Context: an optimization exercise on an open-source flow, tuned for small area and a short achievable clock period. The choices shown serve that exercise and are no tape-out recipe.
Where RTL was checked, it was by simulation tests only, not by an equivalence proof against the original.
Power is estimated from default activity; no workload was simulated.

// pwm_sched
module pwm_sched (
    input  wire        clk,
    input  wire        rst,         
    input  wire        tick,        
    input  wire        fault,       
    input  wire        cmd_valid,
    input  wire [31:0] cmd,
    output reg         rsp_valid,
    output reg         rsp_err,
    output wire [31:0] rsp_data,
    output wire [17:0] pwm_out
);
export LEC_CHECK = 0
export CAP_MARGIN = 20
export CORE_MARGIN = 2
export CORE_UTILIZATION = 35
export CTS_BUF_LIST = sky130_fd_sc_hd__clkbuf_8
export CTS_CLUSTER_DIAMETER = 60
export CTS_CLUSTER_SIZE = 12
export PLACE_DENSITY = 0.5
export SLEW_MARGIN = 20
create_clock -name core_clock -period 100.0 [get_ports {clk}]
standard.sh (not shown) runs the stock make flow with config.mk's settings and CLKGATE_MAP_FILE= SYNTH_SCRIPT=/design/flow/synth_recipe.tcl, a recipe that flattens the netlist after the stock synthesis.
==> flow/flow/run.sh <==
#!/bin/bash
# Own layout flow: the standard layout (standard.sh) with the synthesis
# step of flow/synth.tcl (ABC script below, adders left to ABC), and the
# port buffers made of buf_4 cells. Each tool's output is in orfs/logs;
# make's own output goes to flow_make.log in the work folder.
set -euo pipefail
W=$(cd "$(dirname "$0")/.." && pwd)
D=7000
printf 'strash\ndch\nmap -D %s\nstrash\ndch\nmap -D %s\ntopo\nstime -c\nbuffer -c\nupsize -c -D %s\ndnsize -c -D %s\nstime -c\n' $D $D $D $D > "$W/abc.script"
export MY_ABC_SCRIPT="$W/abc.script"
export MY_ABC_D=$D
bash "$W/standard.sh" SYNTH_SCRIPT="$W/flow/synth.tcl" ADDER_MAP_FILE= \
  BUFFER_PORTS_ARGS="-buffer_cell sky130_fd_sc_hd__buf_4" finish > "$W/flow_make.log" 2>&1
==> flow/flow/synth.tcl <==
proc synth {args} { yosys synth -nofsm -noshare {*}$args }
proc abc {args} {
  set rest {}
  set i 0
  while {$i < [llength $args]} {
    set a [lindex $args $i]
    if {$a eq "-script" || $a eq "-D"} { incr i 2; continue }
    lappend rest $a
    incr i
  }
  yosys abc -script $::env(MY_ABC_SCRIPT) -D $::env(MY_ABC_D) {*}$rest
}
source $::env(SCRIPTS_DIR)/synth.tcl
# left out here: clear keep_hierarchy, flatten, clean up, hide names made inside functions, write 1_2_yosys.v
Change:
--- a/flow/design.v
+++ b/flow/design.v
@@ -22,18 +22,19 @@
     reg [31:0] period_count;
     reg [17:0] out;
     reg [31:0] rsp_q;                           
     reg        pend;                            
     reg [4:0]  pch;                             
     reg        ipend;                           
     reg        rdp;                             
     reg [15-DSPLIT:0] dv_q;                     
     reg [17:0] dv_d3;                           
+    reg [15:0] dv_hzn;                          
     reg [16*NCH-1:0] sh;                        
     reg [5*NCH-1:0]  sr;                        
     reg [16*NCH-1:0] ap;                        
     reg [5*NCH-1:0]  ar;                        
     reg              aclr;                      
     assign pwm_out = out;
     integer i, k;
     function [17:0] div_step;                   
         input [15:0] r;                         
@@ -77,34 +78,35 @@
                 st = div_step(r, s, d, d3);
                 q[s+1 -: 2] = st[17:16];
                 r = st[15:0];
             end
             div_head = {r, q};
         end
     endfunction
     function [15:0] div_tail;                   
         input [15:0] rin;
-        input [15:0] d;
+        input [15:0] d;                         
+        input [15:0] dl;                        
         input [17:0] d3;
         reg [15:0] r; reg [15:0] q; reg [17:0] st; integer s;
         begin
             r = rin; q = 16'd0;
             for (s = DSPLIT - 2; s >= 0; s = s - 2) begin
-                st = div_step(r, s, d, d3);
+                st = div_step(r, s, (s == DSPLIT - 2) ? d : dl, d3);
                 q[s+1 -: 2] = st[17:16];
                 r = st[15:0];
             end
             div_tail = q;
         end
     endfunction
     wire [17:0] hz3   = {2'b0, cmd[15:0]} + {1'b0, cmd[15:0], 1'b0};
     wire [31:0] dh    = div_head(cmd[15:0], hz3);
-    wire [15:0] dt    = div_tail(rsp_q[31:16], rsp_q[15:0], dv_d3);
+    wire [15:0] dt    = div_tail(rsp_q[31:16], rsp_q[15:0], ~dv_hzn, dv_d3);
     wire [15:0] p_new = {dv_q, dt[DSPLIT-1:0]};
     wire [15:0] p_eff = ipend ? p_new : period_ticks;    
     assign rsp_data = ipend ? {16'd0, p_new} : rdp ? rd_data : rsp_q;
     wire [15:0] pv = rsp_q[15:0];
     reg  [4:0]  ro;                             
     reg  [NCH-1:0] lt;                          
     reg  [5*NCH-1:0] sr_eff;
     reg  [4:0]  nlo;
     always @* begin
@@ -307,18 +309,19 @@
                 compare <= n_compare;
                 cursor  <= n_cursor;
             end
         end
     end
     always @(posedge clk) begin
         pch   <= wch;
         dv_q  <= dh[15:DSPLIT];
         dv_d3 <= hz3;
+        dv_hzn <= ~cmd[15:0];
         if (init_ok)
             rsp_q <= {dh[31:16], cmd[15:0]};
         else if (width_ok)
             rsp_q <= {16'd0, wv};
         else if (rd_ok)
             rsp_q <= {24'd0, rn};
         else
             rsp_q <= 32'd0;
     end
=> Global-route usage rises by 0.75 points. Utilization rises by 0.27 points. Area after synthesis hardly moves. Clock-buffer cell count rises by 8. Final cell count rises by 0.69%. Setup slack is better by 0.22 ns. Flip-flop and latch count rises by 16. Final area rises by 0.78%. Routed wire length rises by 1.5%. Die area barely changes. Maximum frequency rises by 0.69%. First-iteration DRC count falls by 0.82%. Sequential power rises by about 2%.
Function was not checked in any run of this note: the RTL went through the layout flow alone.

---

Another version of the RTL of pwm_sched (not shown whole).
Size in the first run: about 9000 cells after synthesis, ~930 flip-flops.
export LEC_CHECK = 0
export CAP_MARGIN = 20
export CORE_MARGIN = 2
export CORE_UTILIZATION = 35
export CTS_BUF_LIST = sky130_fd_sc_hd__clkbuf_8
export CTS_CLUSTER_DIAMETER = 60
export CTS_CLUSTER_SIZE = 12
export PLACE_DENSITY = 0.5
export SLEW_MARGIN = 20
create_clock -name core_clock -period 100.0 [get_ports {clk}]
Scripts as last shown in full above: flow/flow/run.sh, flow/flow/synth.tcl
==> next run, changes <==
--- a/flow/design.v
+++ b/flow/design.v
@@ -60,47 +60,24 @@
     endfunction
     function [15:0] sub5_r;                     
         input [15:0] a;
         reg b; integer j;
         begin
             b = 1'b0;
             for (j = 0; j < 16; j = j + 1) begin
                 sub5_r[j] = a[j] ^ ((j == 0 || j == 2) ? 1'b1 : 1'b0) ^ b;
                 b = (j == 0 || j == 2) ? (~a[j] | b) : (~a[j] & b);
             end
         end
     endfunction
-    function [17:0] add_r;                      
-        input [17:0] a;
-        input [17:0] b;
-        reg c; integer j;
-        begin
-            c = 1'b0;
-            for (j = 0; j < 18; j = j + 1) begin
-                add_r[j] = a[j] ^ b[j] ^ c;
-                c = (a[j] & b[j]) | (c & (a[j] ^ b[j]));
-            end
-        end
-    endfunction
-    function lt5_r;                             
-        input [4:0] a;
-        input [4:0] b;
-        reg l; integer j;
-        begin
-            l = 1'b0;
-            for (j = 0; j < 5; j = j + 1)
-                l = (~a[j] & b[j]) | (~(a[j] ^ b[j]) & l);
-            lt5_r = l;
-        end
-    endfunction
     function lt_r;                              
         input [15:0] a;
         input [15:0] b;
         input tie;
         reg l; integer j;
         begin
             l = tie;
             for (j = 0; j < 16; j = j + 1)      
                 l = (~a[j] & b[j]) | (~(a[j] ^ b[j]) & l);
             lt_r = l;
         end
     endfunction
@@ -168,51 +145,51 @@
         input [17:0] d3;
         reg [15:0] r; reg [15:0] q; reg [17:0] st; integer s;
         begin
             r = rin; q = 16'd0;
             for (s = DSPLIT - 2; s >= 0; s = s - 2) begin
                 st = div_step(r, s, d, d3);
                 q[s+1 -: 2] = st[17:16];
                 r = st[15:0];
             end
             div_tail = q;
         end
     endfunction
-    wire [17:0] hz3   = add_r({2'b0, cmd[15:0]}, {1'b0, cmd[15:0], 1'b0});
+    wire [17:0] hz3   = {2'b0, cmd[15:0]} + {1'b0, cmd[15:0], 1'b0};
     wire [31:0] dh    = div_head(cmd[15:0], hz3);
     wire [15:0] dt    = div_tail(rsp_q[31:16], rsp_q[15:0], dv_d3);
     wire [15:0] p_new = {dv_q, dt[DSPLIT-1:0]};
     wire [15:0] p_eff = ipend ? p_new : period_ticks;    
     assign rsp_data = ipend ? {16'd0, p_new} : rdp ? rd_data : rsp_q;
     wire [15:0] pv = rsp_q[15:0];
     reg  [4:0]  ro;                             
     reg  [NCH-1:0] lt;                          
     reg  [5*NCH-1:0] sr_eff;
     reg  [4:0]  nlo;
     reg  [NCH-1:0] lo;
     reg  [4:0]  rk;
     reg         up, dn, c1, c0;
     always @* begin
         ro = 5'd0;
         for (k = 0; k < NCH; k = k + 1)
             if (pch == k[4:0]) ro = sr[5*k +: 5];
         for (k = 0; k < NCH; k = k + 1) begin
             lt[k] = lt_r(pv, sh[16*k +: 16], pch < k[4:0]);
             lo[k] = (pch != k[4:0]) && !lt[k];
         end
         nlo = pop18(lo);
         for (k = 0; k < NCH; k = k + 1) begin
             rk  = sr[5*k +: 5];
-            up  = lt[k] & ~lt5_r(ro, rk);
-            dn  = ~lt[k] & lt5_r(ro, rk);
+            up  = lt[k] & ~(ro < rk);
+            dn  = ~lt[k] & (ro < rk);
             c1  = 1'b1;
             c0  = 1'b1;
             for (i = 0; i < 5; i = i + 1) begin
                 sr_eff[5*k+i] = rk[i] ^ ((up & c1) | (dn & c0));
                 c1 = c1 & rk[i];
                 c0 = c0 & ~rk[i];
             end
             if (!pend)
                 sr_eff[5*k +: 5] = rk;
             else if (pch == k[4:0])
                 sr_eff[5*k +: 5] = nlo;
         end
The new run finished clean.
Count of clock-buffer cells in the layout fell by 6.
Critical path depth went down by 3.
Worst setup slack improves by 240 ps.
Die area barely changes.
Design area goes down by 0.70%.
Synthesized cell count fell by 1.9%.
Power went up by 1.5%.
Via count went down by 4.1%.
Register-to-register slack improved by 740 ps.
No functional check of the RTL was part of the first run of this note.

---

run Z:
Another version of the RTL of pwm_sched (not shown whole).
Size in the first run: roughly 9,700 cells after synthesis, roughly 950 flip-flops, roughly 71,000 um2 of cells after synthesis.
==> flow/design.v (excerpt) <==
module pwm_sched (
    input  wire        clk,
    input  wire        rst,         
    input  wire        tick,        
    input  wire        fault,       
    input  wire        cmd_valid,
    input  wire [31:0] cmd,
    output reg         rsp_valid,
    output reg         rsp_err,
    output wire [31:0] rsp_data,
    output wire [17:0] pwm_out
);
==> flow/config.mk <==
export PLATFORM = sky130hd
export DESIGN_NAME = pwm_sched
export DESIGN_NICKNAME = pwm_sched
export VERILOG_FILES = /design/flow/design.v
export SDC_FILE = /design/flow/constraint.sdc
export NUM_CORES = 8
export LEC_CHECK = 0
export CAP_MARGIN = 20
export CORE_MARGIN = 2
export CORE_UTILIZATION = 35
export CTS_BUF_LIST = sky130_fd_sc_hd__clkbuf_8
export CTS_CLUSTER_DIAMETER = 60
export CTS_CLUSTER_SIZE = 12
export PLACE_DENSITY = 0.5
export SLEW_MARGIN = 20
==> flow/constraint.sdc <==
create_clock -name core_clock -period 100.0 [get_ports {clk}]
set_input_delay 20.0000 -clock core_clock [delete_from_list [all_inputs] [get_ports {clk}]]
set_output_delay 20.0000 -clock core_clock [all_outputs]
set_load 0.01 [all_outputs]
Scripts as last shown in full above: flow/flow/run.sh, flow/flow/synth.tcl
## Diff of input files: run E against run Z
diff --git a/flow/design.v b/flow/design.v
--- a/flow/design.v
+++ b/flow/design.v
@@ -22,19 +22,18 @@
     reg [31:0] period_count;
     reg [17:0] out;
     reg [31:0] rsp_q;                           
     reg        pend;                            
     reg [4:0]  pch;                             
     reg        ipend;                           
     reg        rdp;                             
     reg [15-DSPLIT:0] dv_q;                     
     reg [17:0] dv_d3;                           
-    reg [15:0] dv_hzn;                          
     reg [16*NCH-1:0] sh;                        
     reg [5*NCH-1:0]  sr;                        
     reg [16*NCH-1:0] ap;                        
     reg [5*NCH-1:0]  ar;                        
     reg              aclr;                      
     reg              cstale;                    
     assign pwm_out = out;
     integer i, k;
     function [4:0] pop18;                       
@@ -91,35 +90,34 @@
                 st = div_step(r, s, d, d3);
                 q[s+1 -: 2] = st[17:16];
                 r = st[15:0];
             end
             div_head = {r, q};
         end
     endfunction
     function [15:0] div_tail;                   
         input [15:0] rin;
-        input [15:0] d;                         
-        input [15:0] dl;                        
+        input [15:0] d;
         input [17:0] d3;
         reg [15:0] r; reg [15:0] q; reg [17:0] st; integer s;
         begin
             r = rin; q = 16'd0;
             for (s = DSPLIT - 2; s >= 0; s = s - 2) begin
-                st = div_step(r, s, (s == DSPLIT - 2) ? d : dl, d3);
+                st = div_step(r, s, d, d3);
                 q[s+1 -: 2] = st[17:16];
                 r = st[15:0];
             end
             div_tail = q;
         end
     endfunction
     wire [17:0] hz3   = {2'b0, cmd[15:0]} + {1'b0, cmd[15:0], 1'b0};
     wire [31:0] dh    = div_head(cmd[15:0], hz3);
-    wire [15:0] dt    = div_tail(rsp_q[31:16], rsp_q[15:0], ~dv_hzn, dv_d3);
+    wire [15:0] dt    = div_tail(rsp_q[31:16], rsp_q[15:0], dv_d3);
     wire [15:0] p_new = {dv_q, dt[DSPLIT-1:0]};
     wire [15:0] p_eff = ipend ? p_new : period_ticks;    
     assign rsp_data = ipend ? {16'd0, p_new} : rdp ? rd_data : rsp_q;
     wire [15:0] pv = rsp_q[15:0];
     reg  [4:0]  ro;                             
     reg  [NCH-1:0] lt;                          
     reg  [5*NCH-1:0] sr_eff;
     reg  [4:0]  nlo;
     reg  [NCH-1:0] lo;
@@ -346,19 +344,18 @@
                 compare <= n_compare;
                 cursor  <= n_cursor;
             end
         end
     end
     always @(posedge clk) begin
         pch   <= wch;
         dv_q  <= dh[15:DSPLIT];
         dv_d3 <= hz3;
-        dv_hzn <= ~cmd[15:0];
         if (init_ok)
             rsp_q <= {dh[31:16], cmd[15:0]};
         else if (width_ok)
             rsp_q <= {16'd0, wv};
         else if (rd_ok)
             rsp_q <= {24'd0, rn};
         else
             rsp_q <= 32'd0;
     end
[summary]
Global-route total usage across every layer was lower in the run labelled run E.
Non-clock buffer area fraction after layout, run E and run Z: larger value in run Z
A slowest cell on the critical path of sky130_fd_sc_hd__inv_1 is what run E shows, while sky130_fd_sc_hd__o22ai_2 belongs to run Z.
In run E, the critical path depth came out 7 above the value in run Z.
Total routed wirelength: run E better than run Z
Per the comparison of run E with run Z, wire length of the first global-routing pass went down by 4.7%, number of filler instances in the final layout now smaller, register-to-register slack decreased 1620 ps.
No functional check of the RTL was part of run Z.

-- afterwards: timing with drivers on the ports --
How much do the figures lean on ideal ports? The routed layouts below were timed once more, with nothing changed but the port constraints.
Step 1, drivers: a clkbuf_16 drives clk and a buf_2 each remaining input, both assumed.
Step 2 adds t to the input delays and takes it off the output delays; t is the mean of the earliest and latest rising clock arrival at the registers after step 1. Input paths then give back, and output paths get back, about the clock's delay inside the block.
Slacks: no drivers / after step 1 / after step 2; pairs: no drivers / after step 1.
run | t, ns | slack for setup (ns) | hold WS [ns] | latest minus earliest clock arrival (ns)
the first run of note 1 | 1.069 | 68.733 / 68.641 / 69.449 | 0.461 / 0.461 / 0.461 | 0.085 / 0.084
the second run of note 1 | 1.121 | 68.949 / 68.835 / 69.189 | 0.441 / 0.441 / 0.441 | 0.093 / 0.093
the first run of note 2 | 1.053 | 68.296 / 68.207 / 68.886 | 0.450 / 0.450 / 0.450 | 0.115 / 0.116
the second run of note 2 | 1.041 | 68.533 / 68.442 / 69.038 | 0.462 / 0.462 / 0.462 | 0.115 / 0.114
run Z | 1.078 | 68.475 / 68.394 / 68.505 | 0.429 / 0.429 / 0.429 | 0.136 / 0.136
run E | 1.058 | 68.053 / 67.958 / 68.774 | 0.464 / 0.464 / 0.464 | 0.109 / 0.109
After both steps setup and hold are still met in every run listed.
